This is an optimization exercise on Yosys and OpenROAD, whose aim is small area, a short achievable clock period and few clock cycles, not a production implementation. Function was checked by simulation only, so behaviour that the tests miss may differ from the original. Power is estimated from default activity; no workload was simulated.

## flow/design.v (module list and top-level ports; edited modules follow where they fit)
// module stokast_dpt: 75 lines
// module stokast_hmul1: 23 lines
// module stokast_hmul2: 23 lines
// module stokast_trik: 26 lines
// module stokast_sine_q: 618 lines
// module stokast_core: 736 lines
// module stokast_unit: 72 lines
// module stokast_tchk: 27 lines
// module stokast_add3: 13 lines
// module stokast_add: 30 lines
// module stokast_wave_a: 39 lines
// module stokast_wave_b: 24 lines
module stokast_core (
    input  wire        clk,
    input  wire        rst,
    input  wire        cmd_valid,
    output wire        cmd_ready,
    input  wire        cmd_pass,
    input  wire [63:0] cmd_word,
    input  wire [31:0] cmd_now,
    input  wire [79:0] cmd_fate,
    output reg         resp_valid,
    output reg  [3:0]  resp_emit,
    output wire [47:0] resp_dac,
    output reg  [4:0]  resp_mode,
    output reg         resp_fault
);
  // ...
==> flow/flow/run.sh <==
#!/bin/bash
# The standard layout (standard.sh), with ORFS's timing repair asked to leave
# 13.5 ns of setup slack at the design's own clock period and constraints.
set -euo pipefail
bash standard.sh SETUP_SLACK_MARGIN=13.5 finish > standard_flow.log 2>&1
==> flow/standard.sh <==
#!/bin/bash
# synth_recipe.tcl (not shown) runs the flow's synth.tcl, then flattens the netlist and writes it again
# the make line also repeats each setting of config.mk as NAME=value (left out here)
make -C /OpenROAD-flow-scripts/flow DESIGN_CONFIG=/design/flow/config.mk WORK_HOME=/design/flow/orfs CLKGATE_MAP_FILE= SYNTH_SCRIPT=/design/flow/synth_recipe.tcl "${@:-finish}"
==> flow/config.mk <==
export PLATFORM = sky130hd
export DESIGN_NAME = stokast_core
export DESIGN_NICKNAME = stokast_core
export VERILOG_FILES = /design/flow/design.v
export SDC_FILE = /design/flow/constraint.sdc
export NUM_CORES = 4
export LEC_CHECK = 0
export CAP_MARGIN = 20
export CORE_MARGIN = 2
export CORE_UTILIZATION = 60
export SLEW_MARGIN = 20
==> flow/constraint.sdc <==
create_clock -name core_clock -period 20.0 [get_ports {clk}]
set_input_delay 4.0000 -clock core_clock [delete_from_list [all_inputs] [get_ports {clk}]]
set_output_delay 4.0000 -clock core_clock [all_outputs]
set_load 0.01 [all_outputs]
==> results.yml, run 1 <==
run_status:
  outcome: "complete, no violations"
cells_and_area:
  regArea_sq_mm: 0.0446
  multi_input_area_share: 0.598
  largestClassByArea: "multi-input gates"
  nClkBuffers: 249
  final_cell_mix: "nand2_1 (1,941), nor2_1 (1,645), edfxtp_1 (1,220), o21ai_0 (1,179), a21oi_1 (1,139)"
pwr:
  switching_power_mw: 8.36
  comb-power_mw: 9.93
  powerDensity_mw_per_mm2: 112
  p_comb_frac: 0.542
logic_synthesis:
  synthesis.area_sq_mm: 0.148
  yosys.area_share.simple: 0.175
  yosysMostFrequentCell: "nand2_1"
  synth_edf_count: 1220
  syn-num-nets: 18800
global_route:
  grt-ovfl-total: 0
  grt.busiest_layer: "met2"
clock_network:
  htree_levels: 4
  numCtsBuffers: 187
  clk_pin_slew_ps: 70
drt:
  wl_met1_microns: 222000
  viasPerCell: 6.88
  dr.pass1.iters: 9
  drt_iter0_markers: 21600
  vias: 140000
setup_path:
  endpoint: "last_out[1][5]"
  path_max_fanout: 11
  timing.reg2reg.worst_path_depth: 30
  startpoint_type: "flop"
timing:
  layout_worst_path_cycle_share: 0.343
  hold_violations: 0
  max_freq_ghz: 0.146
  holdWs_ps: 453
  tightestPinTransition_ps: 1370
min_path:
  holdPathStages: 2
flow_run:
  max_cap_violations: 0
placement:
  dpl.hpwl_microns: 427000
Testbench counts, summed over its fixed seeds: cycles 75,399.
==> module stokast_core, before the edit <==
module stokast_core (
    input  wire        clk,
    input  wire        rst,
    input  wire        cmd_valid,
    output wire        cmd_ready,
    input  wire        cmd_pass,
    input  wire [63:0] cmd_word,
    input  wire [31:0] cmd_now,
    input  wire [79:0] cmd_fate,
    output reg         resp_valid,
    output reg  [3:0]  resp_emit,
    output wire [47:0] resp_dac,
    output reg  [4:0]  resp_mode,
    output reg         resp_fault
);
    localparam [2:0] K_RUN = 3'd0, K_SEED = 3'd1, K_FATE = 3'd2, K_LENGTH = 3'd3,
                     K_OFFSET = 3'd4, K_LFO = 3'd5, K_STEPS = 3'd6, K_TSYNC = 3'd7;
    localparam [1:0] SYNC_SYNC = 2'd0, SYNC_FREE = 2'd1, SYNC_LOOP = 2'd2;
    localparam [3:0] OP_TICK = 4'd0, OP_RESET = 4'd1, OP_SEED = 4'd2, OP_SEEDCLICK = 4'd3,
                     OP_LENGTH = 4'd4, OP_LENGTHCLICK = 4'd5, OP_OFFSET = 4'd6,
                     OP_OFFSETCLICK = 4'd7, OP_STEPS = 4'd8, OP_STEPSCLICK = 4'd9;
    localparam [31:0] IDLE_TIMEOUT = 32'd5000;
    localparam [2:0] S_IDLE = 3'd0, S_PASS = 3'd1, S_TICK = 3'd2, S_MOD = 3'd3, S_STEPS = 3'd4;
    localparam [1:0] MK_LFO = 2'd0, MK_OFS = 2'd1, MK_SYNC = 2'd2;
    reg [13:0] seed;
    reg [6:0]  plen;
    reg [6:0]  length   [0:3];
    reg [6:0]  steps    [0:3];
    reg [5:0]  offset   [0:3];
    reg [1:0]  sync     [0:3];
    reg [3:0]  lfo_mode [0:3];
    reg [4:0]  mode;
    reg [31:0] tick_count;
    reg [31:0] gph;
    reg [5:0]  tph      [0:3];
    reg        reset_armed;
    reg [31:0] predicted;
    reg [31:0] last_tick_time;
    reg [31:0] last_action;
    reg [11:0] last_out [0:3];
    reg [3:0]  last_ok;
    reg [3:0]  gate_high;
    reg [31:0] rand_idx [0:3];
    reg [5:0]  rand_mod [0:3];    
    reg        regen;
    reg        acted;
    reg        fault;
    reg [3:0]  tph_ok;            
    reg [31:0] base     [0:3];    
    reg [3:0]  dirty;
    assign resp_dac   = {last_out[3], last_out[2], last_out[1], last_out[0]};
    reg [3:0]  pe;                
    reg        cv;
    reg        c_pass;
    reg [63:0] c_word;
    reg        c_pg;        
    reg [31:0] c_now;
    reg [79:0] c_fate;
    reg [2:0]  state;
    reg        up_v;        
    reg  base_rdy;          
    wire pass_done;         
    wire c_pfault = fault || c_pg;
    wire consume  = cv && (!c_pass || base_rdy) &&
                    ((state == S_IDLE) || (pass_done && !(c_pass && c_pfault)));
    assign cmd_ready = !cv || (cv && (state == S_IDLE) && (!c_pass || base_rdy));
    reg [1:0]  otrk;        
    reg [1:0]  mod_kind;
    reg        mod_neg;
    reg [7:0]  step_cnt;
    reg        step_up;
    wire [3:0]  w_opc = c_word[3:0];
    wire [1:0]  w_trk = c_word[5:4];
    wire [31:0] w_pay = c_word[63:32];
    wire signed [8:0] w_d = {w_pay[7], w_pay[7:0]};
    function word_ok(input [63:0] wd);
        reg [3:0] o;
        reg [31:0] y;
        begin
            o = wd[3:0];
            y = wd[63:32];
            word_ok = (o <= 4'd9) && (wd[31:6] == 26'd0);
            if (o <= 4'd5 && wd[5:4] != 2'd0) word_ok = 1'b0;
            if ((o == OP_RESET || o == OP_SEEDCLICK || o == OP_LENGTHCLICK ||
                 o == OP_OFFSETCLICK || o == OP_STEPSCLICK) && y != 32'd0)
                word_ok = 1'b0;
            if ((o == OP_SEED || o == OP_LENGTH || o == OP_OFFSET || o == OP_STEPS) &&
                !((y[31:7] == 25'd0) || (y[31:7] == {25{1'b1}})))
                word_ok = 1'b0;
        end
    endfunction
    reg  c_ok;
    wire w_ok = c_ok;
    wire [2:0] mode_kind = mode[4:2];
    function [6:0] fate_len(input [3:0] sel);
        case (sel)
            4'd0:  fate_len = 7'd2;
            4'd1:  fate_len = 7'd4;
            4'd2:  fate_len = 7'd8;
            4'd3:  fate_len = 7'd16;
            4'd4:  fate_len = 7'd32;
            4'd5:  fate_len = 7'd64;
            4'd6:  fate_len = 7'd3;
            4'd7:  fate_len = 7'd5;
            4'd8:  fate_len = 7'd6;
            4'd9:  fate_len = 7'd7;
            4'd10: fate_len = 7'd12;
            4'd11: fate_len = 7'd24;
            4'd12: fate_len = 7'd2;
            4'd13: fate_len = 7'd4;
            4'd14: fate_len = 7'd8;
            default: fate_len = 7'd16;
        endcase
    endfunction
    reg [6:0] den [0:3];
    reg [3:0] is_loop;
    integer t;
    always @(*) begin
        for (t = 0; t < 4; t = t + 1) begin
            den[t]     = (sync[t] == SYNC_SYNC && plen < length[t]) ? plen : length[t];
            is_loop[t] = (sync[t] == SYNC_LOOP);
        end
    end
    reg        me_busy;
    reg [3:0]  me_nib;      
    reg [5:0]  me_r;
    reg [6:0]  me_den;
    reg [1:0]  me_src;      
    reg [7:0]  me_val;
    wire [31:0] me_word = (me_src == 2'd0) ? gph : (me_src == 2'd1) ? tick_count : {24'd0, me_val};
    wire [1:0]  me_bits = me_word[2*me_nib +: 2];
    reg  [6:0]  me_x;
    reg  [7:0]  me_d;
    reg  [5:0]  me_rn;
    integer ms;
    always @(*) begin
        me_rn = me_r;
        for (ms = 1; ms >= 0; ms = ms - 1) begin
            me_x = {me_rn, me_bits[ms]};
            me_d = {1'b0, me_x} - {1'b0, me_den};
            me_rn = me_d[7] ? me_x[5:0] : me_d[5:0];
        end
    end
    wire        me_last = (me_nib == 4'd0);
    wire [5:0]  me_res  = (mod_neg && me_r != 6'd0) ? (me_den[5:0] - me_r) : me_r;
    function [6:0] fmod(input [5:0] x, input signed [8:0] dd, input [6:0] den);
        reg signed [11:0] s0, s1, s2, s3;
        begin
            s0 = $signed({6'd0, x}) + dd;
            s1 = $signed({6'd0, x}) + dd - $signed({5'd0, den});
            s2 = $signed({6'd0, x}) + dd + $signed({5'd0, den});
            s3 = $signed({6'd0, x}) + dd - $signed({4'd0, den, 1'b0});
            if (s0[11])      fmod = {~s2[11], s2[5:0]};
            else if (s1[11]) fmod = {1'b1, s0[5:0]};
            else             fmod = {s3[11], s1[5:0]};
        end
    endfunction
    reg [6:0] fm;
    function [3:0] top_nib(input [31:0] x);
        integer i;
        begin
            top_nib = 4'd0;
            for (i = 1; i < 16; i = i + 1)
                if (x[2*i +: 2] != 2'd0) top_nib = i[3:0];
        end
    endfunction
    reg [7:0] so_n, so_l;
    always @(*) begin
        so_n = {1'b0, steps[otrk]};
        so_l = {1'b0, length[otrk]};
        if (step_up) begin
            so_n = so_n + 8'd1;
            if (so_n > so_l) begin
                so_l = so_l + 8'd1;
                so_n = 8'd0;
            end
        end else begin
            if (so_n == 8'd0) begin
                so_l = so_l - 8'd1;
                so_n = so_l;
            end else begin
                so_n = so_n - 8'd1;
            end
        end
        if (so_l < 8'd2)  so_l = 8'd2;
        if (so_l > 8'd64) so_l = 8'd64;
        if (so_n > 8'd64) so_n = 8'd64;
        if (so_n > so_l)  so_n = so_l;
    end
    wire [1:0]  upick = dirty[0] ? 2'd0 : dirty[1] ? 2'd1 : dirty[2] ? 2'd2 : 2'd3;
    wire [31:0] up_dpt_w;
    stokast_dpt u_dpt (.len(length[upick]), .dpt(up_dpt_w));
    reg  [1:0]  up_t;
    reg  [5:0]  up_k;
    reg  [31:0] up_dpt;
    wire [31:0] up_prod = up_dpt * up_k;
    reg  [3:0]  dset;      
    wire [31:0] s_e;
    wire [33:0] s_e1, s_e2;
    wire        s_co;
    stokast_add  #(32) u_se  (.a(c_now), .b(~last_tick_time), .ci(1'b1), .s(s_e), .co(s_co));
    stokast_add3 #(34) u_se1 (.a({2'b0, c_now}), .b({2'b11, ~last_tick_time}), .c({2'b11, ~predicted}),
                              .ci(1'b1), .ci2(1'b1), .s(s_e1));
    stokast_add3 #(34) u_se2 (.a({2'b0, c_now}), .b({2'b11, ~last_tick_time}), .c({1'b1, ~predicted, 1'b1}),
                              .ci(1'b1), .ci2(1'b1), .s(s_e2));
    wire        s_zero = (predicted == 32'd0) || (c_now == last_tick_time);
    wire        s_full = !s_zero && !s_e1[33];
    reg         p_fix;     
    wire        s_idle = (c_now - last_action) >= IDLE_TIMEOUT;
    reg [31:0] pm;         
    reg [33:0] pm1;        
    reg [33:0] pm2;        
    reg [31:0] u_R [0:3];
    reg [31:0] u_P [0:3];
    reg [4:0]  u_J [0:3];    
    reg [5:0]  u_g [0:3];    
    reg [3:0]  u_busy;
    wire [31:0] un_R [0:3];
    wire [31:0] un_P [0:3];
    wire [5:0]  un_g [0:3];
    wire [3:0]  un_b;
    reg  [3:0]  u_b;          
    wire [3:0]  u_fin;        
    wire [3:0]  u_fns;        
    wire [3:0]  un_fin;       
    reg  [3:0]  u_fr;
    assign u_fns = u_fr;
    reg  [3:0]  tri_ok;       
    reg  [3:0]  is_tri;
    always @(*)
        for (t = 0; t < 4; t = t + 1)
            is_tri[t] = (lfo_mode[t] >= 4'd6) && (lfo_mode[t] <= 4'd8);
    assign u_fin = (is_tri & tri_ok) | (~is_tri & u_fns);
    wire [3:0] tel = u_busy & is_tri & ~tri_ok & {u_J[3] < 5'd19, u_J[2] < 5'd19, u_J[1] < 5'd19, u_J[0] < 5'd19};
    reg  [1:0] tptr;
    wire [1:0] tp1 = tptr + 2'd1, tp2 = tptr + 2'd2, tp3 = tptr + 2'd3;
    wire [1:0] tsel = tel[tp1] ? tp1 : tel[tp2] ? tp2 : tel[tp3] ? tp3 : tptr;
    reg  [1:0] tsr;           
    reg        tsv;
    wire       tchk;
    stokast_tchk u_tchk (.md(lfo_mode[tsr]), .P(u_P[tsr]), .J(u_J[tsr]), .ok(tchk));
    genvar gi;
    generate
        for (gi = 0; gi < 4; gi = gi + 1) begin : g_unit
            stokast_unit u_unit (
                .L(length[gi]), .md(lfo_mode[gi]), .R(u_R[gi]), .P(u_P[gi]), .J(u_J[gi]), .g(u_g[gi]), .b(u_b[gi]),
                .pm(pm), .pm1(pm1), .pm2(pm2), .pd(predicted),
                .nR(un_R[gi]), .nP(un_P[gi]), .ng(un_g[gi]), .nb(un_b[gi]), .fin(un_fin[gi]));
        end
    endgenerate
    wire [3:0] rdy = u_busy & u_fin;
    reg        h_busy;
    reg [1:0]  h_ph;        
    reg [2:0]  h_cnt;
    reg [3:0]  gpend;
    assign pass_done = (state == S_PASS) && (u_busy == 4'd0) && (gpend == 4'd0) &&
                       (!h_busy || (h_ph == 2'd2 && h_cnt == 3'd0));
    wire [1:0] wpick = rdy[0] ? 2'd0 : rdy[1] ? 2'd1 : rdy[2] ? 2'd2 : 2'd3;
    reg        w2_v;
    reg [1:0]  w2_t;
    reg [11:0] wa_va;
    reg [10:0] wa_sqb;
    reg [9:0]  wa_sqs;
    reg        wa_sqr;
    reg        wa_q31;
    reg [12:0] wa_dh, wa_a;
    reg [1:0]  wa_kind;
    wire [11:0] wva;
    wire [10:0] wsqb;
    wire [9:0]  wsqs;
    wire        wsqr;
    wire        wq31;
    wire [12:0] wdh, wa;
    stokast_wave_a u_wa (.mode(lfo_mode[wpick]), .phase(u_P[wpick]), .va(wva), .sqb(wsqb), .sqs(wsqs), .sqr(wsqr), .q31(wq31), .dh(wdh), .a(wa));
    wire [11:0] w2_val;
    stokast_wave_b u_wb (.kind(wa_kind), .va(wa_va), .sqb(wa_sqb), .sqs(wa_sqs), .sqr(wa_sqr), .q31(wa_q31), .dh(wa_dh), .a(wa_a), .value(w2_val));
    reg [1:0]  h_t;
    reg [31:0] h_acc;
    reg [31:0] h_x;
    wire [1:0]  hpick = gpend[0] ? 2'd0 : gpend[1] ? 2'd1 : gpend[2] ? 2'd2 : 2'd3;
    wire [31:0] h_m1a, h_m1b, h_m2a, h_m2b;
    stokast_hmul1 u_hm1a (.d(h_x[31:28]), .v(h_m1a));
    stokast_hmul1 u_hm1b (.d(h_x[27:24]), .v(h_m1b));
    stokast_hmul2 u_hm2a (.d(h_x[31:28]), .v(h_m2a));
    stokast_hmul2 u_hm2b (.d(h_x[27:24]), .v(h_m2b));
    wire [31:0] h_ta   = h_ph[1] ? h_m2a : h_m1a;
    wire [31:0] h_tb   = h_ph[1] ? h_m2b : h_m1b;
    wire [31:0] h_sum;
    stokast_add3 #(32) u_hs (.a({h_acc[23:0], 8'd0}), .b({h_ta[27:0], 4'd0}), .c(h_tb), .ci(1'b0), .ci2(1'b0), .s(h_sum));
    wire [6:0]  h_n    = (steps[h_t] != 7'd0) ? steps[h_t] : length[h_t];
    wire [32:0] r_inc  = {1'b0, rand_idx[h_t]} + 33'd1;
    reg signed [15:0] sv;    
    reg [15:0]        sabs;
    reg [3:0]         tslow;
    reg [5:0]         tinc;
    reg [4:0]         ji;
    function [10:0] unit_init(input [6:0] len, input full);
        case (len[6:2])
            5'd0:       unit_init = full ? {5'd31, 6'd1}  : {5'd30, 6'd3  - {4'd0, len[1:0]}};
            5'd1:       unit_init = full ? {5'd30, 6'd3}  : {5'd29, 6'd7  - {3'd0, len[2:0]}};
            5'd2, 5'd3: unit_init = full ? {5'd29, 6'd7}  : {5'd28, 6'd15 - {2'd0, len[3:0]}};
            5'd4, 5'd5, 5'd6, 5'd7:
                        unit_init = full ? {5'd28, 6'd15} : {5'd27, 6'd31 - {1'd0, len[4:0]}};
            5'd16:      unit_init = full ? {5'd26, 6'd63} : {5'd25, 6'd63};
            default:    unit_init = full ? {5'd27, 6'd31} : {5'd26, 6'd63 - len[5:0]};
        endcase
    endfunction
    reg [5:0]         g_i;
    wire tick_slow = |(~tph_ok & ~({4{reset_armed}} & ~is_loop));
    wire [1:0] tpick = tslow[0] ? 2'd0 : tslow[1] ? 2'd1 : tslow[2] ? 2'd2 : 2'd3;
    always @(posedge clk) begin
        if (rst) begin
            seed           <= 14'd0;
            plen           <= 7'd16;
            for (t = 0; t < 4; t = t + 1) begin
                length[t]   <= 7'd16;
                steps[t]    <= 7'd0;
                offset[t]   <= 6'd0;
                sync[t]     <= SYNC_SYNC;
                lfo_mode[t] <= 4'd0;
                tph[t]      <= 6'd0;
                last_out[t] <= 12'd0;
                rand_idx[t] <= 32'd0;
                rand_mod[t] <= 6'd0;
                base[t]     <= 32'd0;
            end
            mode           <= 5'd0;
            tick_count     <= 32'd0;
            gph            <= 32'd0;
            reset_armed    <= 1'b1;
            predicted      <= 32'd0;
            last_tick_time <= 32'd0;
            last_action    <= 32'd0;
            last_ok        <= 4'd0;
            gate_high      <= 4'd0;
            regen          <= 1'b0;
            acted          <= 1'b0;
            fault          <= 1'b0;
            tph_ok         <= 4'hF;
            dirty          <= 4'd0;
            base_rdy       <= 1'b1;
            up_v           <= 1'b0;
            cv             <= 1'b0;
            state          <= S_IDLE;
            otrk           <= 2'd0;
            mod_kind       <= MK_LFO;
            mod_neg        <= 1'b0;
            step_cnt       <= 8'd0;
            step_up        <= 1'b0;
            me_busy        <= 1'b0;
            tslow          <= 4'd0;
            u_busy         <= 4'd0;
            w2_v           <= 1'b0;
            tri_ok         <= 4'd0;
            p_fix          <= 1'b0;
            tptr           <= 2'd0;
            tsv            <= 1'b0;
            tsr            <= 2'd0;
            gpend          <= 4'd0;
            h_busy         <= 1'b0;
            resp_valid     <= 1'b0;
            resp_emit      <= 4'd0;
            resp_mode      <= 5'd0;
            resp_fault     <= 1'b0;
            pe             <= 4'd0;
        end else begin
            resp_valid <= 1'b0;
            dset = 4'd0;
            if (!cmd_ready && consume) cv <= 1'b0;
            if (cmd_ready) begin
                cv     <= cmd_valid;
                c_pass <= cmd_pass;
                c_word <= cmd_word;
                c_ok   <= word_ok(cmd_word);
                c_pg   <= (cmd_word[1:0] == 2'd3) || (cmd_word[3:2] == 2'd3) ||
                          (cmd_word[5:4] == 2'd3) || (cmd_word[7:6] == 2'd3);
                c_now  <= cmd_now;
                c_fate <= cmd_fate;
            end
            for (t = 0; t < 4; t = t + 1) begin
                if (u_J[t] != 5'd0) begin
                    u_fr[t] <= un_fin[t];
                    u_R[t] <= un_R[t];
                    u_P[t] <= un_P[t];
                    u_g[t] <= un_g[t];
                    u_b[t] <= un_b[t];
                    u_J[t] <= u_J[t] - 5'd1;
                end
            end
            if (me_busy) begin
                me_r   <= me_rn;
                me_nib <= me_nib - 4'd1;
                if (me_last) me_busy <= 1'b0;
            end
            case (state)
            S_IDLE: ;
            S_TICK: begin
                if (!me_busy) begin
                    if (tslow == 4'd0) begin
                        state <= S_IDLE;
                    end else begin
                        otrk    <= tpick;
                        me_den  <= den[tpick];
                        me_src  <= is_loop[tpick] ? 2'd1 : 2'd0;
                        me_nib  <= top_nib(is_loop[tpick] ? tick_count : gph);
                        me_r    <= 6'd0;
                        me_busy <= 1'b1;
                        mod_neg <= 1'b0;
                        tslow[tpick] <= 1'b0;
                    end
                end else if (me_last) begin
                    tph[otrk]    <= me_rn;
                    tph_ok[otrk] <= 1'b1;
                    dset[otrk]   = 1'b1;
                end
            end
            S_MOD: begin
                if (!me_busy) begin
                    case (mod_kind)
                        MK_LFO:  lfo_mode[otrk] <= me_res[3:0];
                        MK_SYNC: sync[otrk]     <= me_res[1:0];
                        default: offset[otrk]   <= me_res[5:0];
                    endcase
                    state <= S_IDLE;
                end
            end
            S_STEPS: begin
                if (step_cnt != 8'd0) begin
                    steps[otrk]  <= so_n[6:0];
                    length[otrk] <= so_l[6:0];
                    step_cnt     <= step_cnt - 8'd1;
                    dset[otrk]   = 1'b1;
                end else if ({1'b0, offset[otrk]} < length[otrk]) begin
                    state    <= S_IDLE;
                end else if ({1'b0, offset[otrk]} - length[otrk] < length[otrk]) begin
                    offset[otrk] <= offset[otrk] - length[otrk][5:0];
                    state    <= S_IDLE;
                end else begin
                    mod_kind <= MK_OFS;
                    mod_neg  <= 1'b0;
                    me_den   <= length[otrk];
                    me_val   <= {2'd0, offset[otrk]};
                    me_src   <= 2'd2;
                    me_r     <= 6'd0;
                    me_nib   <= 4'd3;
                    me_busy  <= 1'b1;
                    state    <= S_MOD;
                end
            end
            S_PASS: begin
                tsv <= (tel != 4'd0);
                tsr <= tsel;
                if (tel != 4'd0) tptr <= tsel;
                if (tsv && tchk) tri_ok[tsr] <= 1'b1;
                w2_v <= 1'b0;
                if (rdy != 4'd0) begin
                    w2_v   <= 1'b1;
                    w2_t   <= wpick;
                    wa_va   <= wva;
                    wa_sqb  <= wsqb;
                    wa_sqs  <= wsqs;
                    wa_sqr  <= wsqr;
                    wa_q31  <= wq31;
                    wa_dh   <= wdh;
                    wa_a    <= wa;
                    wa_kind <= {is_tri[wpick], (lfo_mode[wpick] >= 4'd3) && (lfo_mode[wpick] <= 4'd5)};
                    u_busy[wpick] <= 1'b0;
                end
                if (w2_v) begin
                    if (!last_ok[w2_t] || last_out[w2_t] != w2_val) begin
                        pe[w2_t]                <= 1'b1;
                        last_out[w2_t]          <= w2_val;
                        last_ok[w2_t]           <= 1'b1;
                    end
                end
                if (!h_busy) begin
                    if (gpend != 4'd0) begin
                        h_busy <= 1'b1;
                        h_ph   <= 2'd0;
                        h_cnt  <= 3'd2;
                        h_t    <= hpick;
                        h_acc  <= 32'd0;
                        h_x    <= {2'd0, seed, hpick, rand_mod[hpick], 8'd0};
                        gpend[hpick] <= 1'b0;
                    end
                end else if (h_ph == 2'd0) begin
                    h_x   <= {h_x[23:0], 8'd0};
                    h_acc <= h_sum;
                    h_cnt <= h_cnt - 3'd1;
                    if (h_cnt == 3'd0) h_ph <= 2'd1;
                end else if (h_ph == 2'd1) begin
                    h_x   <= h_acc ^ {15'd0, h_acc[31:15]};
                    h_acc <= 32'd0;
                    h_cnt <= 3'd3;
                    h_ph  <= 2'd2;
                end else begin
                    h_x   <= {h_x[23:0], 8'd0};
                    h_acc <= h_sum;
                    h_cnt <= h_cnt - 3'd1;
                    if (h_cnt == 3'd0) begin
                        h_busy                 <= 1'b0;
                        pe[h_t]                <= 1'b1;
                        last_out[h_t]          <= h_sum[31:20];
                        last_ok[h_t]           <= 1'b1;
                        rand_idx[h_t]          <= r_inc[31:0];
                        rand_mod[h_t]          <= (r_inc[32] ||
                                                   {1'b0, rand_mod[h_t]} + 7'd1 == h_n) ? 6'd0 : rand_mod[h_t] + 6'd1;
                    end
                end
                if (p_fix) begin
                    p_fix  <= 1'b0;
                    pm     <= predicted;
                    pm1    <= 34'd0;
                    pm2    <= -{2'b0, predicted};
                    tri_ok <= 4'd0;
                    for (t = 0; t < 4; t = t + 1) begin
                        {ji, g_i} = unit_init(length[t], 1'b1);
                        u_R[t]  <= 32'd0;
                        u_P[t]  <= base[t];
                        u_J[t]  <= ji;
                        u_g[t]  <= g_i;
                        u_b[t]  <= 1'b1;
                        u_fr[t] <= 1'b0;
                    end
                end
                if (pass_done) begin
                    resp_valid <= 1'b1;
                    resp_emit  <= pe | ((w2_v && (!last_ok[w2_t] || last_out[w2_t] != w2_val)) ? (4'd1 << w2_t) : 4'd0)
                                     | ((h_busy && h_ph == 2'd2 && h_cnt == 3'd0) ? (4'd1 << h_t) : 4'd0);
                    resp_mode  <= mode;
                    resp_fault <= 1'b0;
                    state      <= S_IDLE;
                end
            end
            default: state <= S_IDLE;
            endcase
            if (consume) begin
                if (c_pass) begin
                    pe <= 4'd0;
                    if (c_pfault) begin
                        fault      <= 1'b1;
                        resp_valid <= 1'b1;
                        resp_fault <= 1'b1;
                        resp_mode  <= mode;
                    end else begin
                        if (regen) begin
                            for (t = 0; t < 4; t = t + 1) begin
                                rand_idx[t] <= 32'd0;
                                rand_mod[t] <= 6'd0;
                            end
                            regen <= 1'b0;
                        end
                        if (acted) begin
                            last_action <= c_now;
                            acted <= 1'b0;
                        end else if (mode != 5'd0 && s_idle) begin
                            mode <= 5'd0;
                        end
                        pm    <= s_e;
                        pm1   <= s_e1;
                        pm2   <= s_e2;
                        p_fix <= s_full;
                        tri_ok <= 4'd0;
                        u_fr   <= {4{s_zero}};
                        for (t = 0; t < 4; t = t + 1) begin
                            u_busy[t] <= (lfo_mode[t] != 4'd0);
                            u_P[t]    <= base[t];
                            u_R[t]    <= s_e;
                            {ji, g_i} = unit_init(length[t], 1'b0);
                            u_J[t] <= s_zero ? 5'd0 : ji;
                            u_g[t] <= g_i;
                            u_b[t] <= ({g_i, 1'b1} >= length[t]);
                        end
                        for (t = 0; t < 4; t = t + 1) begin
                            gpend[t] <= (c_word[2*t +: 2] == 2'd1) && !gate_high[t] && (lfo_mode[t] == 4'd0);
                            if (c_word[2*t +: 2] == 2'd1) gate_high[t] <= 1'b1;
                            if (c_word[2*t +: 2] == 2'd2) gate_high[t] <= 1'b0;
                        end
                        state <= S_PASS;
                    end
                end else if (!fault) begin
                    if (!w_ok) begin
                        fault <= 1'b1;
                    end else begin
                        otrk <= w_trk;
                        case (w_opc)
                        OP_TICK: begin
                            last_tick_time <= c_now;
                            predicted      <= w_pay;
                            tick_count     <= tick_count + 32'd1;
                            if (reset_armed) begin
                                gph <= 32'd0;
                                reset_armed <= 1'b0;
                            end else begin
                                gph <= gph + 32'd1;
                            end
                            for (t = 0; t < 4; t = t + 1) begin
                                tinc = tph[t] + 6'd1;
                                if (reset_armed && !is_loop[t]) begin
                                    tph[t]    <= 6'd0;
                                    tph_ok[t] <= 1'b1;
                                    tslow[t]  <= 1'b0;
                                end else if (tph_ok[t]) begin
                                    tph[t]    <= ({1'b0, tinc} == den[t]) ? 6'd0 : tinc;
                                    tslow[t]  <= 1'b0;
                                end else begin
                                    tslow[t]  <= 1'b1;
                                end
                            end
                            dset  = 4'hF;
                            state <= tick_slow ? S_TICK : S_IDLE;
                        end
                        OP_RESET: reset_armed <= 1'b1;
                        OP_SEED: begin
                            if (mode_kind == K_FATE) begin
                                for (t = 0; t < 4; t = t + 1) begin
                                    length[t] <= fate_len(c_fate[16*t +: 4]);
                                    steps[t]  <= ({1'b0, c_fate[16*t+4 +: 6]} > fate_len(c_fate[16*t +: 4])) ?
                                                 fate_len(c_fate[16*t +: 4]) : {1'b0, c_fate[16*t+4 +: 6]};
                                    offset[t] <= ({1'b0, c_fate[16*t+10 +: 6]} >= fate_len(c_fate[16*t +: 4])) ?
                                                 (fate_len(c_fate[16*t +: 4]) - 7'd1) : c_fate[16*t+10 +: 6];
                                end
                                dset        = 4'hF;
                                tph_ok      <= 4'd0;
                                seed        <= (c_fate[79:64] > 16'd9999) ? 14'd9999 : c_fate[77:64];
                                regen       <= 1'b1;
                                reset_armed <= 1'b1;
                                acted       <= 1'b1;
                            end else begin
                                sv = $signed({2'b0, seed}) + w_d;
                                if (sv >= 0 && sv <= 9999) begin
                                    seed  <= sv[13:0];
                                    regen <= 1'b1;
                                    mode  <= {K_SEED, 2'd0};
                                    acted <= 1'b1;
                                end
                            end
                        end
                        OP_SEEDCLICK: begin
                            mode  <= (mode_kind == K_FATE) ? {K_SEED, 2'd0} : {K_FATE, 2'd0};
                            acted <= 1'b1;
                        end
                        OP_LENGTH: begin
                            sv = $signed({9'b0, plen}) + w_d;
                            if (sv >= 2 && sv <= 64) begin
                                plen   <= sv[6:0];
                                regen  <= 1'b1;
                                mode   <= {K_LENGTH, 2'd0};
                                acted  <= 1'b1;
                                tph_ok <= 4'd0;
                            end
                        end
                        OP_LENGTHCLICK: ;
                        OP_OFFSET: begin
                            if (mode == {K_LFO, w_trk}) begin
                                sv = $signed({12'b0, lfo_mode[w_trk]}) + w_d;
                                mod_kind <= MK_LFO;
                                me_den   <= 7'd12;
                            end else begin
                                sv = $signed({10'b0, offset[w_trk]}) + w_d;
                                mod_kind <= MK_OFS;
                                mode     <= {K_OFFSET, w_trk};
                                me_den   <= length[w_trk];
                            end
                            sabs = sv[15] ? -sv : sv;
                            fm   = (mode == {K_LFO, w_trk}) ? fmod({2'd0, lfo_mode[w_trk]}, w_d, 7'd12)
                                                            : fmod(offset[w_trk], w_d, length[w_trk]);
                            mod_neg <= sv[15];
                            me_val  <= sabs[7:0];
                            me_src  <= 2'd2;
                            me_r    <= 6'd0;
                            me_nib  <= 4'd3;
                            regen   <= 1'b1;
                            acted   <= 1'b1;
                            if (fm[6]) begin
                                if (mode == {K_LFO, w_trk}) lfo_mode[w_trk] <= fm[3:0];
                                else                        offset[w_trk]   <= fm[5:0];
                            end else begin
                                me_busy <= 1'b1;
                                state   <= S_MOD;
                            end
                        end
                        OP_OFFSETCLICK: begin
                            mode  <= (mode == {K_LFO, w_trk}) ? {K_OFFSET, w_trk} : {K_LFO, w_trk};
                            acted <= 1'b1;
                        end
                        OP_STEPS: begin
                            acted <= 1'b1;
                            tph_ok[w_trk] <= 1'b0;
                            if (mode == {K_TSYNC, w_trk}) begin
                                sv = $signed({14'b0, sync[w_trk]}) + w_d;
                                sabs = sv[15] ? -sv : sv;
                                fm   = fmod({4'd0, sync[w_trk]}, w_d, 7'd3);
                                mod_kind <= MK_SYNC;
                                mod_neg  <= sv[15];
                                me_den   <= 7'd3;
                                me_val   <= sabs[7:0];
                                me_src   <= 2'd2;
                                me_r     <= 6'd0;
                                me_nib   <= 4'd3;
                                if (fm[6]) begin
                                    sync[w_trk] <= fm[1:0];
                                end else begin
                                    me_busy  <= 1'b1;
                                    state    <= S_MOD;
                                end
                            end else begin
                                regen    <= 1'b1;
                                mode     <= {K_STEPS, w_trk};
                                step_up  <= !w_d[8];
                                step_cnt <= w_d[8] ? -w_d[7:0] : w_d[7:0];
                                state    <= S_STEPS;
                            end
                        end
                        OP_STEPSCLICK: begin
                            mode  <= (mode == {K_TSYNC, w_trk}) ? {K_STEPS, w_trk} : {K_TSYNC, w_trk};
                            acted <= 1'b1;
                        end
                        default: ;
                        endcase
                    end
                end
            end
            up_v <= 1'b0;
            if (dirty != 4'd0) begin
                up_v   <= 1'b1;
                up_t   <= upick;
                up_k   <= tph[upick];
                up_dpt <= up_dpt_w;
            end
            if (up_v) base[up_t] <= up_prod;
            dirty <= (dirty & ~((dirty != 4'd0) ? (4'd1 << upick) : 4'd0)) | dset;
            base_rdy <= (dirty == 4'd0) && (dset == 4'd0);
        end
    end
endmodule
==> module stokast_unit, before the edit <==
module stokast_unit (
    input  wire [6:0]  L,
    input  wire [3:0]  md,
    input  wire [31:0] R,
    input  wire [31:0] P,
    input  wire [4:0]  J,
    input  wire [5:0]  g,
    input  wire        b,
    input  wire [31:0] pm,
    input  wire [33:0] pm1,
    input  wire [33:0] pm2,
    input  wire [31:0] pd,
    output wire [31:0] nR,
    output wire [31:0] nP,
    output wire [5:0]  ng,
    output wire        nb,
    output wire        fin
);
    wire        gb = b;
    wire [6:0]  g2 = {g, 1'b1};
    wire [6:0]  g3 = gb ? (g2 - L) : g2;
    assign ng = g3[5:0];
    wire [7:0]  g4 = {g, 2'b11};                 
    wire [7:0]  l3 = {1'b0, L} + {L, 1'b0};      
    assign nb = gb ? (g4 >= l3) : (g4 >= {1'b0, L});
    wire [33:0] R2 = {1'b0, R, 1'b0};
    wire [33:0] A0, A1, A2;
    wire        co0, co1, co2;
    stokast_add #(34) u_a0 (.a(R2), .b(gb ? {2'b0, pm} : 34'd0), .ci(1'b0), .s(A0), .co(co0));
    stokast_add #(34) u_a1 (.a(R2), .b(gb ? pm1 : {2'b11, ~pd}), .ci(~gb), .s(A1), .co(co1));
    stokast_add #(34) u_a2 (.a(R2), .b(pm2), .ci(1'b0), .s(A2), .co(co2));
    wire        c2 = gb & ~A2[33];
    wire        c1 = ~A1[33];
    assign nR = c2 ? A2[31:0] : c1 ? A1[31:0] : A0[31:0];
    reg  [31:0] tge, oh;
    integer i;
    always @(*) begin
        for (i = 0; i < 32; i = i + 1) begin
            tge[i] = (J <= i);
            oh[i]  = (J == i + 1);
        end
    end
    wire        pk = |(P & oh);
    reg  [31:0] cy;        
    reg  [31:0] pa;
    integer l;
    always @(*) begin
        pa = P | ~tge;
        cy = {pa[30:0], 1'b1};
        for (l = 1; l < 32; l = l * 2)
            cy = cy & ((cy << l) | ((32'd1 << l) - 32'd1));
    end
    wire [31:0] flip = (oh & {32{c1 & ~c2}}) | (tge & cy & {32{c2 | (c1 & pk)}});
    assign nP = P ^ flip;
    wire [1:0]  addq = (md == 4'd4 || md == 4'd10) ? 2'b01 :
                       (md == 4'd5 || md == 4'd11) ? 2'b10 : 2'b00;
    wire [31:0] mn   = ~tge;
    wire [31:0] pp1  = P ^ (oh | (tge & cy & {32{pk}}));    
    wire [31:0] pp2  = P ^ (tge & cy);                       
    function okv(input [31:0] pc);
        reg [31:0] q;
        reg x20, x31;
        begin
            q   = {pc[31:30] + addq, pc[29:0]};
            x20 = (&(q[19:0] | mn[19:0])) & (|(q[19:0] & mn[19:0]));
            x31 = (&(q[30:0] | mn[30:0])) & (|(q[30:0] & mn[30:0]));
            okv = (md >= 4'd9) ? ~x31 : ((J <= 5'd20) & ~x20);
        end
    endfunction
    wire f0 = okv(P), f1 = okv(pp1), f2 = okv(pp2);
    assign fin = (J == 5'd1) | (c2 ? f2 : c1 ? f1 : f0);
endmodule
==> run 2: changes to the inputs <==
--- a/flow/design.v
+++ b/flow/design.v
@@ -908,18 +908,10 @@
     end
     wire        me_last = (me_nib == 4'd0);
     wire [5:0]  me_res  = (mod_neg && me_r != 6'd0) ? (me_den[5:0] - me_r) : me_r;
-    function [6:0] fmod(input [5:0] x, input signed [8:0] dd, input [6:0] den);
-        reg signed [11:0] s0, s1, s2, s3;
-        begin
-            s0 = $signed({6'd0, x}) + dd;
-            s1 = $signed({6'd0, x}) + dd - $signed({5'd0, den});
-            s2 = $signed({6'd0, x}) + dd + $signed({5'd0, den});
-            s3 = $signed({6'd0, x}) + dd - $signed({4'd0, den, 1'b0});
-            if (s0[11])      fmod = {~s2[11], s2[5:0]};
-            else if (s1[11]) fmod = {1'b1, s0[5:0]};
-            else             fmod = {s3[11], s1[5:0]};
-        end
-    endfunction
+    wire [6:0] fm_l, fm_o, fm_s;
+    stokast_fmod u_fml (.x({2'd0, lfo_mode[w_trk]}), .dd(w_d), .den(7'd12),          .r(fm_l));
+    stokast_fmod u_fmo (.x(offset[w_trk]),           .dd(w_d), .den(length[w_trk]),  .r(fm_o));
+    stokast_fmod u_fms (.x({4'd0, sync[w_trk]}),     .dd(w_d), .den(7'd3),           .r(fm_s));
     reg [6:0] fm;
     function [3:0] top_nib(input [31:0] x);
         integer i;
@@ -1428,8 +1420,7 @@
                                 me_den   <= length[w_trk];
                             end
                             sabs = sv[15] ? -sv : sv;
-                            fm   = (mode == {K_LFO, w_trk}) ? fmod({2'd0, lfo_mode[w_trk]}, w_d, 7'd12)
-                                                            : fmod(offset[w_trk], w_d, length[w_trk]);
+                            fm   = (mode == {K_LFO, w_trk}) ? fm_l : fm_o;
                             mod_neg <= sv[15];
                             me_val  <= sabs[7:0];
                             me_src  <= 2'd2;
@@ -1455,7 +1446,7 @@
                             if (mode == {K_TSYNC, w_trk}) begin
                                 sv = $signed({14'b0, sync[w_trk]}) + w_d;
                                 sabs = sv[15] ? -sv : sv;
-                                fm   = fmod({4'd0, sync[w_trk]}, w_d, 7'd3);
+                                fm   = fm_s;
                                 mod_kind <= MK_SYNC;
                                 mod_neg  <= sv[15];
                                 me_den   <= 7'd3;
@@ -1553,22 +1544,34 @@
     end
     wire [31:0] flip = (oh & {32{c1 & ~c2}}) | (tge & cy & {32{c2 | (c1 & pk)}});
     assign nP = P ^ flip;
-    wire [1:0]  addq = (md == 4'd4 || md == 4'd10) ? 2'b01 :
-                       (md == 4'd5 || md == 4'd11) ? 2'b10 : 2'b00;
-    wire [31:0] mn   = ~tge;
-    wire [31:0] pp1  = P ^ (oh | (tge & cy & {32{pk}}));    
-    wire [31:0] pp2  = P ^ (tge & cy);                       
-    function okv(input [31:0] pc);
-        reg [31:0] q;
-        reg x20, x31;
-        begin
-            q   = {pc[31:30] + addq, pc[29:0]};
-            x20 = (&(q[19:0] | mn[19:0])) & (|(q[19:0] & mn[19:0]));
-            x31 = (&(q[30:0] | mn[30:0])) & (|(q[30:0] & mn[30:0]));
-            okv = (md >= 4'd9) ? ~x31 : ((J <= 5'd20) & ~x20);
+    wire        a30  = (md == 4'd10);                     
+    wire [31:0] q0   = {P[31], P[30] ^ a30, P[29:0]};
+    reg  [31:0] tg1, ohJ, mn2;
+    always @(*) begin
+        for (i = 0; i < 32; i = i + 1) begin
+            tg1[i] = (J < i);
+            ohJ[i] = (J == i);
+            mn2[i] = (J > i + 1);
         end
-    endfunction
-    wire f0 = okv(P), f1 = okv(pp1), f2 = okv(pp2);
+    end
+    wire [31:0] mn   = ~tge;
+    wire        lh   = |(q0 & oh);                        
+    wire        lz2  = ~|(q0 & mn2);                      
+    wire        hs   = &(q0[19:0] | ~tg1[19:0]);
+    wire        qjs  = |(q0[19:0] & ohJ[19:0]);
+    wire        as_  = (J >= 5'd20) | (hs & qjs);
+    wire        bs_  = (J >= 5'd20) | (hs & ~qjs);
+    wire        lns  = |(q0[19:0] & mn[19:0]);
+    wire        hq   = &(q0[30:0] | ~tg1[30:0]);
+    wire        qjq  = |(q0[30:0] & ohJ[30:0]);
+    wire        aq_  = (J >= 5'd31) | (hq & qjq);
+    wire        bq_  = (J >= 5'd31) | (hq & ~qjq);
+    wire        lnq  = |(q0[30:0] & mn[30:0]);
+    wire        sq_m = (md >= 4'd9);
+    wire        sok  = (J <= 5'd20);
+    wire f0 = sq_m ? ~(aq_ & lnq) : (sok & ~(as_ & lns));
+    wire f1 = sq_m ? ~(lh ? (bq_ & ~lz2) : aq_) : (sok & ~(lh ? (bs_ & ~lz2) : as_));
+    wire f2 = sq_m ? ~(bq_ & lnq) : (sok & ~(bs_ & lns));
     assign fin = (J == 5'd1) | (c2 ? f2 : c1 ? f1 : f0);
 endmodule
 module stokast_tchk (
@@ -1598,6 +1601,22 @@
     wire [1:0]  f   = (S[19:18] == 2'b00) ? 2'd0 : (S[19:18] == 2'b11) ? 2'd2 : 2'd1;
     assign ok = (J < 5'd19) & ~x30 & (D0[20:19] >= f);
 endmodule
+module stokast_fmod (
+    input  wire [5:0]  x,
+    input  wire [8:0]  dd,
+    input  wire [6:0]  den,
+    output wire [6:0]  r
+);
+    wire [11:0] xe = {6'd0, x};
+    wire [11:0] de = {{3{dd[8]}}, dd};
+    wire [11:0] s0, s1, s2, s3;
+    wire        co0;
+    stokast_add  #(12) u_s0 (.a(xe), .b(de), .ci(1'b0), .s(s0), .co(co0));
+    stokast_add3 #(12) u_s1 (.a(xe), .b(de), .c(~{5'd0, den}),       .ci(1'b1), .ci2(1'b0), .s(s1));
+    stokast_add3 #(12) u_s2 (.a(xe), .b(de), .c({5'd0, den}),        .ci(1'b0), .ci2(1'b0), .s(s2));
+    stokast_add3 #(12) u_s3 (.a(xe), .b(de), .c(~{4'd0, den, 1'b0}), .ci(1'b1), .ci2(1'b0), .s(s3));
+    assign r = s0[11] ? {~s2[11], s2[5:0]} : s1[11] ? {1'b1, s0[5:0]} : {s3[11], s1[5:0]};
+endmodule
 module stokast_add3 #(parameter W = 34) (
     input  wire [W-1:0] a,
     input  wire [W-1:0] b,
==> run 2 against run 1 <==
- sequential share of layout area up 0.49 points
- maximum frequency shrank 0.75%
- clock skew is essentially flat
- combinational power down 3.3%
- clock power decreased by 1%
- worst hold slack better by 1.3 ps
- synthesized area fell by 2.1%
- synthesized cell count fell by 3.2%
- cell count shrank 3.1%
- setup slack lost 52 ps
- power decreased by 1.5%
==> results.yml, run 2 <==
clock_network:
  clk_latency_ps: 940
  clk_pin_slew_ps: 60
  htree_levels: 4
  cts_tree: "built"
  clock-sinks: 1615
  cts_root_buf: "clkbuf_16"
  holdBufCountCts: 0
  cts_buffer_depth: 3
  numCtsBuffers: 183
timing:
  layout_min_cycle_time_ps: 6910
  relSlewSlack: 0.0980
  max_freq_ghz: 0.145
  fin_skew_ps: 117
  maxSlewViolCount: 0
  tns_ps: 0
  hold_violations: 0
  tightestPinTransition_ps: 1350
  layout_worst_path_cycle_share: 0.346
  rsz0062_at_grt: "yes"
  setup_violations: 0
drt:
  ant_nets: 0
  wirelength_microns: 588000
  drt_iter0_markers: 21300
  drc: 0
  dr.pass1.iters: 10
  wl_per_cell_microns: 29.8
  vias: 139000
  viasPerCell: 7.06
run_status:
  outcome: "complete, no violations"
logic_synthesis:
  syn_avg_cell_area_sq_um: 8.79
  netlist.area_leader.share: 0.253
  synth_area_leaders: "edfxtp_1 (25%), ha_1 (10%), fa_1 (7.3%)"
  yosys.area.top_type: "edfxtp_1"
  yosysMostFrequentCell: "nand2_1"
  ys_async_sr_fraction: 0
  synth_ff_type: "edfxtp_1"
  netlist_top_cells_count: "nand2_1 (1,871), nor2_1 (1,557), edfxtp_1 (1,220)"
  synthCells: 16500
  yosysWarnings: 26
  yosysUniqueCellTypes: 115
  synth_edf_count: 1220
  synth_seq_area_share: 0.308
  syn-num-nets: 18300
  synthesis.area_sq_mm: 0.145
  synth-seq-cells: 1615
flow_run:
  max_cap_violations: 0
cells_and_area:
  area.growth.synth_to_final_pct: 11.0
  final_common_cell: "nand2_1"
  layout-drive-gt1-share: 0.0951
  design_area_sq_mm: 0.161
  final_cell_mix: "nand2_1 (1,845), nor2_1 (1,525), edfxtp_1 (1,220), ha_1 (1,146), o21ai_0 (1,099)"
  fin_nets: 18200
global_route:
  grt_pass1_vias: 133000
  grtUsageTotal: 0.462
  grt_pass1_wl_microns: 854000
  grt-ovfl-total: 0
  grt_max_degree: 113
  antenna_found_initial: 43
setup_path:
  worst-setup-path-type: "reg -> reg"
  critPathBufInv: 3
  cp_slowest_stage_delay_ps: 490
  critPathRequiredTime_ps: 20630
  critPathSlowestCell: "edfxtp_1"
  end_kind: "flop"
  startpoint_type: "flop"
  path_max_fanout: 7
  crit_family: "compound AO/OA/AOI/OAI gates"
  cp.arrival_ps: 7540
  crit_path_frequent_cell: "a21oi_4"
placement:
  dpl.hpwl_microns: 424000
  placed_area_sq_mm: 0.150
  gp_congestion: 1.08
  port_buffers: 239
floorplan:
  dieArea_sq_mm: 0.245
  fp.dieH_microns: 495
  start_util: 0.602
  coreArea_sq_mm: 0.240
  fp.dieW_microns: 495
  pin_count: 240
  rows: 180
pwr:
  powerDensity_mw_per_mm2: 112
  p_leak_nw: 64.1
  peakVddDrop_mv: 0.186
min_path:
  hp-class: "reg -> reg"
## run 2: worst paths after layout
check / startpoint / endpoint / slack, ps / cells past startpoint
worst max-delay path: wa_sqs[1] / last_out[1][7] / 13090 / 31
worst min register to register: last_tick_time[7] / last_tick_time[7] / 450 / 2
worst min-delay path: last_tick_time[7] / last_tick_time[7] / 450 / 2
worst max register to register: wa_sqs[1] / last_out[1][7] / 13090 / 31
## run 2: timing repair
item	CTS	global route
gates resized for setup	205	233
endpoints found under the setup margin	550	595
buffers inserted	84	99
gates cloned	13	8
pin swaps	74	102
## run 2: report_power, final
part	switching (mW)	total (mW)	internal [mW]
Combinational	5.93	9.60	3.67
Sequential	0.656	4.80	4.15
Clock	1.61	3.65	2.04
## run 2: cells by family (layout without fill, tap and decap cells)
kind of cell    count (synthesis)  count (layout)  synth area share
other cells                     2              24         0.0000519
fa+ha+maj                    1696            1696             0.174
flops                        1615            1615             0.308
simple gates                 5276            5284             0.167
compound gates               4533            4533             0.199
xor+xnor                      789             789            0.0481
mux                           525             527            0.0513
buf+inv                      2022            2080            0.0533
## run 2: layout make-up
cell class	count	area, sq um
tap	3185	3990
timing repair inverter	2	16.3
fill	18900	79600
multi-input combinational	12800	95100
clock buffer	232	4940
antenna	22	55.1
clock inverter	109	1480
sequential	1615	44600
timing repair buffer	736	6740
inverter	1001	3830
## run 2: layer usage
layer | up-vias | track usage | wire length [microns]
met5 | - | 0 | 270
met1 | 66700 | 0.599 | 213000
met2 | 10600 | 0.661 | 242000
li1 | 59300 | - | -
met4 | 40 | 0.287 | 45700
met3 | 2564 | 0.161 | 87500
## run 2: tightest hold or removal path, delay by kind of cell, from the launching register on
family	cells	cell delay (ps)
flops	1	310
compound gates	1	50
simple gates	1	50
## run 2: through the flow
step | utilization | instances | hold WS (ps) | setup WS (ps) | total power [mW]
floorplan | - | 16500 | 435 | 13380 | 10.9
finish | 0.669 | 19700 | 455 | 13090 | 18.1
global route | 0.668 | 19700 | 479 | 12820 | 18.9
CTS | 0.660 | 19600 | 456 | 13200 | 17.4
global placement | 0.625 | 19200 | 441 | 12090 | 13.4
detailed placement | 0.625 | 19200 | 447 | 12060 | 13.7
Testbench counts of run 2, summed over its fixed seeds: cycles 75,399.
==> module stokast_wave_a, before the edit <==
module stokast_wave_a (
    input  wire [3:0]  mode,
    input  wire [31:0] phase,
    output reg  [11:0] va,
    output wire [10:0] sqb,
    output wire [9:0]  sqs,
    output wire        sqr,
    output wire        q31,
    output wire [12:0] dh,
    output wire [12:0] a
);
    wire [1:0]  add = (mode == 4'd4 || mode == 4'd7 || mode == 4'd10) ? 2'b01 :
                      (mode == 4'd5 || mode == 4'd8 || mode == 4'd11) ? 2'b10 : 2'b00;
    wire [31:0] q = {phase[31:30] + add, phase[29:0]};
    assign q31 = q[31];
    wire [10:0] s_idx = q[30] ? (11'd1024 - {1'b0, q[29:20]}) : {1'b0, q[29:20]};
    stokast_sine_q u_sine (.idx(s_idx), .q_b(sqb), .q_s(sqs), .q_r(sqr));
    always @(*) begin
        case (mode)
            4'd1:                va = q[31:20];
            4'd2:                va = ~q[31:20];
            4'd9, 4'd10, 4'd11:  va = q[31] ? 12'd0 : 12'd4095;
            default:             va = 12'd0;
        endcase
    end
    wire [29:0] k;                                            
    wire        k_co;
    stokast_add #(30) u_k (.a({q[18:0], 11'd0}), .b(~{11'd0, q[18:0]}), .ci(1'b1), .s(k), .co(k_co));
    wire        knz = |k[18:0];
    wire        qnz = |q[18:0];
    wire        mid = (q[31:30] == 2'b01) || (q[31:30] == 2'b10);
    wire [12:0] dm, am, ap;
    wire        c_dm, c_am, c_ap;
    stokast_add #(13) u_dm (.a(13'h1000), .b(~q[31:19]), .ci(~qnz), .s(dm), .co(c_dm));         
    stokast_add #(13) u_am (.a(13'd3071), .b(~{2'd0, k[29:19]}), .ci(~knz), .s(am), .co(c_am));  
    stokast_add #(13) u_ap (.a(13'd1024), .b({2'd0, k[29:19]}), .ci(1'b0), .s(ap), .co(c_ap));   
    assign dh = mid ? dm : q[31:19];
    assign a  = (mid && qnz) ? am : ap;
endmodule
==> module stokast_wave_b, before the edit <==
module stokast_wave_b (
    input  wire [1:0]  kind,
    input  wire [11:0] va,
    input  wire [10:0] sqb,
    input  wire [9:0]  sqs,
    input  wire        sqr,
    input  wire        q31,
    input  wire [12:0] dh,
    input  wire [12:0] a,
    output wire [11:0] value
);
    wire [9:0]  sqm    = sqs[9:4] * sqs[3:0];
    wire [10:0] sq;
    wire [11:0] sng;
    wire [13:0] df;
    wire [11:0] tri_v;
    wire        c1, c2, c3, c4;
    stokast_add #(11) u_sq (.a(sqb), .b({5'd0, sqm[9:4]}), .ci(sqr), .s(sq), .co(c1));
    stokast_add #(12) u_sn (.a({1'b0, ~sq}), .b(12'd0), .ci(1'b1), .s(sng), .co(c2));               
    wire [11:0] sine_v = q31 ? sng : {1'b1, sq};
    stokast_add #(14) u_df (.a({1'b0, a}), .b(~{dh[12], dh}), .ci(1'b1), .s(df), .co(c3));           
    stokast_add #(12) u_tv (.a({~dh[11], dh[10:0]}), .b({{9{df[13]}}, df[13:11]}), .ci(1'b0), .s(tri_v), .co(c4));
    assign value = kind[1] ? tri_v : kind[0] ? sine_v : va;
endmodule
==> run 3: changes to the inputs <==
--- a/flow/design.v
+++ b/flow/design.v
@@ -826,9 +826,10 @@
     reg  base_rdy;          
     wire pass_done;         
     wire c_pfault = fault || c_pg;
-    wire consume  = cv && (!c_pass || base_rdy) &&
-                    ((state == S_IDLE) || (pass_done && !(c_pass && c_pfault)));
-    assign cmd_ready = !cv || (cv && (state == S_IDLE) && (!c_pass || base_rdy));
+    reg  w2_last;           
+    wire consume  = cv && (!c_pass || base_rdy) && ((state == S_IDLE) || pass_done) &&
+                    !(c_pass && c_pfault && (pass_done || w2_last));
+    assign cmd_ready = !cv || (cv && (state == S_IDLE) && (!c_pass || (base_rdy && !(c_pfault && w2_last))));
     reg [1:0]  otrk;        
     reg [1:0]  mod_kind;
     reg        mod_neg;
@@ -1010,21 +1011,22 @@
     reg [1:0]  h_ph;        
     reg [2:0]  h_cnt;
     reg [3:0]  gpend;
-    assign pass_done = (state == S_PASS) && (u_busy == 4'd0) && (gpend == 4'd0) &&
-                       (!h_busy || (h_ph == 2'd2 && h_cnt == 3'd0));
     wire [1:0] wpick = rdy[0] ? 2'd0 : rdy[1] ? 2'd1 : rdy[2] ? 2'd2 : 2'd3;
+    wire       pickv = (rdy != 4'd0);
+    assign pass_done = (state == S_PASS) && ((u_busy & ~(pickv ? (4'd1 << wpick) : 4'd0)) == 4'd0) &&
+                       (gpend == 4'd0) && (!h_busy || (h_ph == 2'd2 && h_cnt == 3'd0)) && !w2_last;
     reg        w2_v;
     reg [1:0]  w2_t;
     reg [11:0] wa_va;
     reg [10:0] wa_sqb;
-    reg [9:0]  wa_sqs;
+    reg [5:0]  wa_sqs;
     reg        wa_sqr;
     reg        wa_q31;
     reg [12:0] wa_dh, wa_a;
     reg [1:0]  wa_kind;
     wire [11:0] wva;
     wire [10:0] wsqb;
-    wire [9:0]  wsqs;
+    wire [5:0]  wsqs;
     wire        wsqr;
     wire        wq31;
     wire [12:0] wdh, wa;
@@ -1108,6 +1110,7 @@
             tslow          <= 4'd0;
             u_busy         <= 4'd0;
             w2_v           <= 1'b0;
+            w2_last        <= 1'b0;
             tri_ok         <= 4'd0;
             p_fix          <= 1'b0;
             tptr           <= 2'd0;
@@ -1209,7 +1212,6 @@
                 tsr <= tsel;
                 if (tel != 4'd0) tptr <= tsel;
                 if (tsv && tchk) tri_ok[tsr] <= 1'b1;
-                w2_v <= 1'b0;
                 if (rdy != 4'd0) begin
                     w2_v   <= 1'b1;
                     w2_t   <= wpick;
@@ -1223,13 +1225,6 @@
                     wa_kind <= {is_tri[wpick], (lfo_mode[wpick] >= 4'd3) && (lfo_mode[wpick] <= 4'd5)};
                     u_busy[wpick] <= 1'b0;
                 end
-                if (w2_v) begin
-                    if (!last_ok[w2_t] || last_out[w2_t] != w2_val) begin
-                        pe[w2_t]                <= 1'b1;
-                        last_out[w2_t]          <= w2_val;
-                        last_ok[w2_t]           <= 1'b1;
-                    end
-                end
                 if (!h_busy) begin
                     if (gpend != 4'd0) begin
                         h_busy <= 1'b1;
@@ -1281,19 +1276,37 @@
                     end
                 end
                 if (pass_done) begin
-                    resp_valid <= 1'b1;
-                    resp_emit  <= pe | ((w2_v && (!last_ok[w2_t] || last_out[w2_t] != w2_val)) ? (4'd1 << w2_t) : 4'd0)
-                                     | ((h_busy && h_ph == 2'd2 && h_cnt == 3'd0) ? (4'd1 << h_t) : 4'd0);
                     resp_mode  <= mode;
                     resp_fault <= 1'b0;
                     state      <= S_IDLE;
+                    if (pickv) begin
+                        w2_last <= 1'b1;
+                    end else begin
+                        resp_valid <= 1'b1;
+                        resp_emit  <= pe | ((w2_v && (!last_ok[w2_t] || last_out[w2_t] != w2_val)) ? (4'd1 << w2_t) : 4'd0)
+                                         | ((h_busy && h_ph == 2'd2 && h_cnt == 3'd0) ? (4'd1 << h_t) : 4'd0);
+                    end
                 end
             end
             default: state <= S_IDLE;
             endcase
+            w2_v <= (state == S_PASS) && pickv;
+            if (w2_v) begin
+                if (!last_ok[w2_t] || last_out[w2_t] != w2_val) begin
+                    pe[w2_t]       <= 1'b1;
+                    last_out[w2_t] <= w2_val;
+                    last_ok[w2_t]  <= 1'b1;
+                end
+            end
+            if (w2_last) begin
+                w2_last    <= 1'b0;
+                resp_valid <= 1'b1;
+                resp_emit  <= pe | ((!last_ok[w2_t] || last_out[w2_t] != w2_val) ? (4'd1 << w2_t) : 4'd0);
+                pe         <= 4'd0;
+            end
             if (consume) begin
                 if (c_pass) begin
-                    pe <= 4'd0;
+                    if (!(pass_done && pickv)) pe <= 4'd0;
                     if (c_pfault) begin
                         fault      <= 1'b1;
                         resp_valid <= 1'b1;
@@ -1665,7 +1678,7 @@
     input  wire [31:0] phase,
     output reg  [11:0] va,
     output wire [10:0] sqb,
-    output wire [9:0]  sqs,
+    output wire [5:0]  sqs,
     output wire        sqr,
     output wire        q31,
     output wire [12:0] dh,
@@ -1676,7 +1689,10 @@
     wire [31:0] q = {phase[31:30] + add, phase[29:0]};
     assign q31 = q[31];
     wire [10:0] s_idx = q[30] ? (11'd1024 - {1'b0, q[29:20]}) : {1'b0, q[29:20]};
-    stokast_sine_q u_sine (.idx(s_idx), .q_b(sqb), .q_s(sqs), .q_r(sqr));
+    wire [9:0]  sqsb;
+    stokast_sine_q u_sine (.idx(s_idx), .q_b(sqb), .q_s(sqsb), .q_r(sqr));
+    wire [9:0]  sqm = sqsb[9:4] * sqsb[3:0];
+    assign sqs = sqm[9:4];
     always @(*) begin
         case (mode)
             4'd1:                va = q[31:20];
@@ -1703,20 +1719,19 @@
     input  wire [1:0]  kind,
     input  wire [11:0] va,
     input  wire [10:0] sqb,
-    input  wire [9:0]  sqs,
+    input  wire [5:0]  sqs,
     input  wire        sqr,
     input  wire        q31,
     input  wire [12:0] dh,
     input  wire [12:0] a,
     output wire [11:0] value
 );
-    wire [9:0]  sqm    = sqs[9:4] * sqs[3:0];
     wire [10:0] sq;
     wire [11:0] sng;
     wire [13:0] df;
     wire [11:0] tri_v;
     wire        c1, c2, c3, c4;
-    stokast_add #(11) u_sq (.a(sqb), .b({5'd0, sqm[9:4]}), .ci(sqr), .s(sq), .co(c1));
+    stokast_add #(11) u_sq (.a(sqb), .b({5'd0, sqs}), .ci(sqr), .s(sq), .co(c1));
     stokast_add #(12) u_sn (.a({1'b0, ~sq}), .b(12'd0), .ci(1'b1), .s(sng), .co(c2));               
     wire [11:0] sine_v = q31 ? sng : {1'b1, sq};
     stokast_add #(14) u_df (.a({1'b0, a}), .b(~{dh[12], dh}), .ci(1'b1), .s(df), .co(c3));           
==> run 3 against run 2 <==
- now fails the layout checks on max-capacitance violations, max-slew violations
- flip-flop and latch count is 3 lower
- synthesized area decreased by 0.72%
- design area rose by 0.18%
- setup slack lost 210 ps
- clock power increased by 3%
- critical path depth increased by 3
- non-clock buffer count increased by 70
- critical path type unchanged
==> results.yml, run 3 <==
setup_path:
  crit_family: "multiplexers"
  cp.arrival_ps: 7770
  timing.reg2reg.worst_path_depth: 34
  path_max_fanout: 5
  startpoint_type: "flop"
  worst-setup-path-type: "reg -> reg"
  critPathRequiredTime_ps: 20640
  end_kind: "flop"
  cp.depth: 34
  critPathBufInv: 7
  cp_slowest_stage_delay_ps: 980
  critPathSlowestCell: "mux2i_1"
logic_synthesis:
  synth-seq-cells: 1612
  netlist.area_leader.share: 0.254
  synth_top_family_by_area: "compound AO/OA/AOI/OAI gates"
  synth_seq_area_share: 0.309
  yosysWarnings: 26
  synth_area_leaders: "edfxtp_1 (25%), ha_1 (10%), fa_1 (7.4%)"
  synth_edf_count: 1216
  synthesis.area_sq_mm: 0.144
  synth_ff_type: "edfxtp_1"
  synth-compound-area-share: 0.197
  yosysMostFrequentCell: "nand2_1"
  syn_avg_cell_area_sq_um: 8.76
  netlist_top_cells_count: "nand2_1 (1,946), nor2_1 (1,545), o21ai_0 (1,223)"
  syn-num-nets: 18300
  synthMuxAreaShare: 0.0481
  yosys.area_share.simple: 0.167
  synth_fa_ha_area_frac: 0.175
  synth_xor_area_frac: 0.0510
  yosys.area.top_type: "edfxtp_1"
  yosysUniqueCellTypes: 125
  synthCells: 16400
  ys_async_sr_fraction: 0
drt:
  drc: 0
  viasPerCell: 7.05
  dr.pass1.iters: 17
  drt_iter0_markers: 21200
  ant_nets: 0
  vias: 139000
  wl_per_cell_microns: 29.6
  wirelength_microns: 586000
floorplan:
  rows: 179
  start_util: 0.604
  pin_count: 240
  fp.dieH_microns: 493
  dieArea_sq_mm: 0.243
  fp.dieW_microns: 493
  coreArea_sq_mm: 0.238
min_path:
  hp-class: "reg -> reg"
  holdPathStages: 2
clock_network:
  htree_levels: 4
  clk_latency_ps: 950
  cts_tree: "built"
  clk_pin_slew_ps: 70
  cts_root_buf: "clkbuf_16"
  numCtsBuffers: 181
  cts_buffer_depth: 3
  clock-sinks: 1612
placement:
  port_buffers: 239
  gp_congestion: 1.08
  post-place-cells: 19100
  dp_slack_ps: 10430
  dpl.hpwl_microns: 421000
cells_and_area:
  fillerInstances: 18400
  area.growth.synth_to_final_pct: 12.0
  final_cell_mix: "nand2_1 (1,903), nor2_1 (1,510), edfxtp_1 (1,216), o21ai_0 (1,175), ha_1 (1,138)"
  fin_cells: 19800
  fin_nets: 18300
  final_util: 0.676
  layout-drive-gt1-share: 0.103
  final_common_cell: "nand2_1"
timing:
  layout_min_cycle_time_ps: 7120
  max_freq_ghz: 0.140
  maxSlewViolCount: 6
  tns_ps: 0
  hold_violations: 0
  relSlewSlack: -0.0713
  layout_worst_path_cycle_share: 0.356
  tightestPinTransition_ps: 1580
  timing.final.ws_setup_ps: 12880
  setup_violations: 0
  fin_skew_ps: 130
  rsz0062_at_grt: "yes"
global_route:
  grt.busiest_layer: "met2"
  use_met2: 0.673
  grtUsageTotal: 0.462
  grt_pass1_wl_microns: 851000
  grt-ovfl-total: 0
  grt_max_degree: 223
  grt_use_met1: 0.586
  grt_pass1_vias: 134000
  antenna_found_initial: 50
  use_met3: 0.165
pwr:
  power_mw: 17.5
  p_leak_nw: 63.8
  powerDensity_mw_per_mm2: 109
  peakVddDrop_mv: 0.0887
flow_run:
  max_cap_violations: 1
run_status:
  so.violations: "max-capacitance violations, max-slew violations"
  outcome: "finished with violations"
==> run 3: report_power, final <==
group          internal, mW  switching (mW)  leakage, nW
combinational          3.52            5.50         45.3
clock                  2.15            1.60         3.19
sequential             4.11           0.590         15.3
==> run 3: worst paths after layout <==
| path | slack, ps | startpoint | end |
|---|---|---|---|
| min reg2reg | 460 | last_tick_time[15] | last_tick_time[15] |
| max reg2reg | 12880 | wa_dh[1] | last_out[1][5] |
| max | 12880 | wa_dh[1] | last_out[1][5] |
| min | 460 | last_tick_time[15] | last_tick_time[15] |
==> run 3: through the flow <==
step | hold WS [ps] | instance area [sq um]
after floorplan | 422 | 144000
after global placement | 436 | 149000
after detailed placement | 439 | 149000
after CTS | 448 | 158000
after global routing | 469 | 161000
final | 455 | 161000
==> run 3: repair_timing <==
action                     in CTS  in global routing
buffers inserted              132                 97
gates cloned                   11                 20
pin swaps                      53                114
hold buffers                    0                  0
gates resized for setup       288                354
setup endpoints to repair     588                772
==> run 3: worst min-delay path, stage by stage, from the launching register on <==
cell and delay (ps):
dfxtp_1 300, nand2_1 50, a21oi_1 50
==> run 3: logic make-up (layout without fill, tap and decap cells) <==
| group | count (synthesis) | after routing |
|---|---|---|
| xor gates and xnor gates | 835 | 835 |
| DFF | 1612 | 1612 |
| muxes | 468 | 470 |
| and+or+nand+nor | 5306 | 5313 |
| buffers and inverters | 2001 | 2154 |
| adders and majority gates | 1690 | 1690 |
| other | 2 | 29 |
| AOI/OAI and AO/OA | 4495 | 4496 |
==> run 3: cell type report <==
class / count / area, sq um / area share
multi-input combinational: 12800 / 94500 / 0.587
sequential: 1612 / 44500 / 0.276
timing repair buffer: 806 / 7490 / 0.0465
clock buffer: 229 / 4960 / 0.0308
tap: 3167 / 3960 / 0.0246
inverter: 1005 / 3860 / 0.0240
clock inverter: 113 / 1700 / 0.0106
antenna: 27 / 67.6 / 0.000420
timing repair inverter: 1 / 8.76 / 0.0000544
==> run 3: per-layer routing <==
| metal | share of wire | wire, microns | up-vias |
|---|---|---|---|
| met5 | 0.00079 | 461 | - |
| met4 | 0.076 | 44500 | 38 |
| met1 | 0.35 | 208000 | 66500 |
| met3 | 0.15 | 88400 | 2681 |
| li1 | - | - | 59100 |
| met2 | 0.42 | 245000 | 11000 |
Testbench counts of run 3, summed over its fixed seeds: cycles 70,864.

port drivers added, routing unchanged:
No port has a modelled driver above. Below, the same layouts with a new extraction and two added sets of constraints. Step 1 sets driving cells, clkbuf_16 on the clock port and buf_2 on the other inputs (assumed; they add their load-dependent delay and slew). Step 2 also shifts input and output timing later by t, the mid clock arrival at the registers, as if the neighbouring blocks saw the same clock. a / b / c = no drivers / after step 1 / after step 2; a / b = the first two.
| run | t (ns) | setup slack, ns | worst setup path at the end | slew at the worst register clock pin (ns) | pins driven straight from the clock port |
|---|---|---|---|---|---|
| run 1 | 0.996 | 13.141 / 13.141 / 12.671 | input to register | 0.07 / 0.07 | 1 |
| run 2 | 1.000 | 13.088 / 13.088 / 12.512 | input to register | 0.07 / 0.07 | 1 |
| run 3 | 1.003 | 12.876 / 12.876 / 12.538 | input to register | 0.07 / 0.07 | 1 |
For run 2, which loses most, drivers alone change the setup slack by 0.000 ns; drivers and shift together by -0.576 ns.
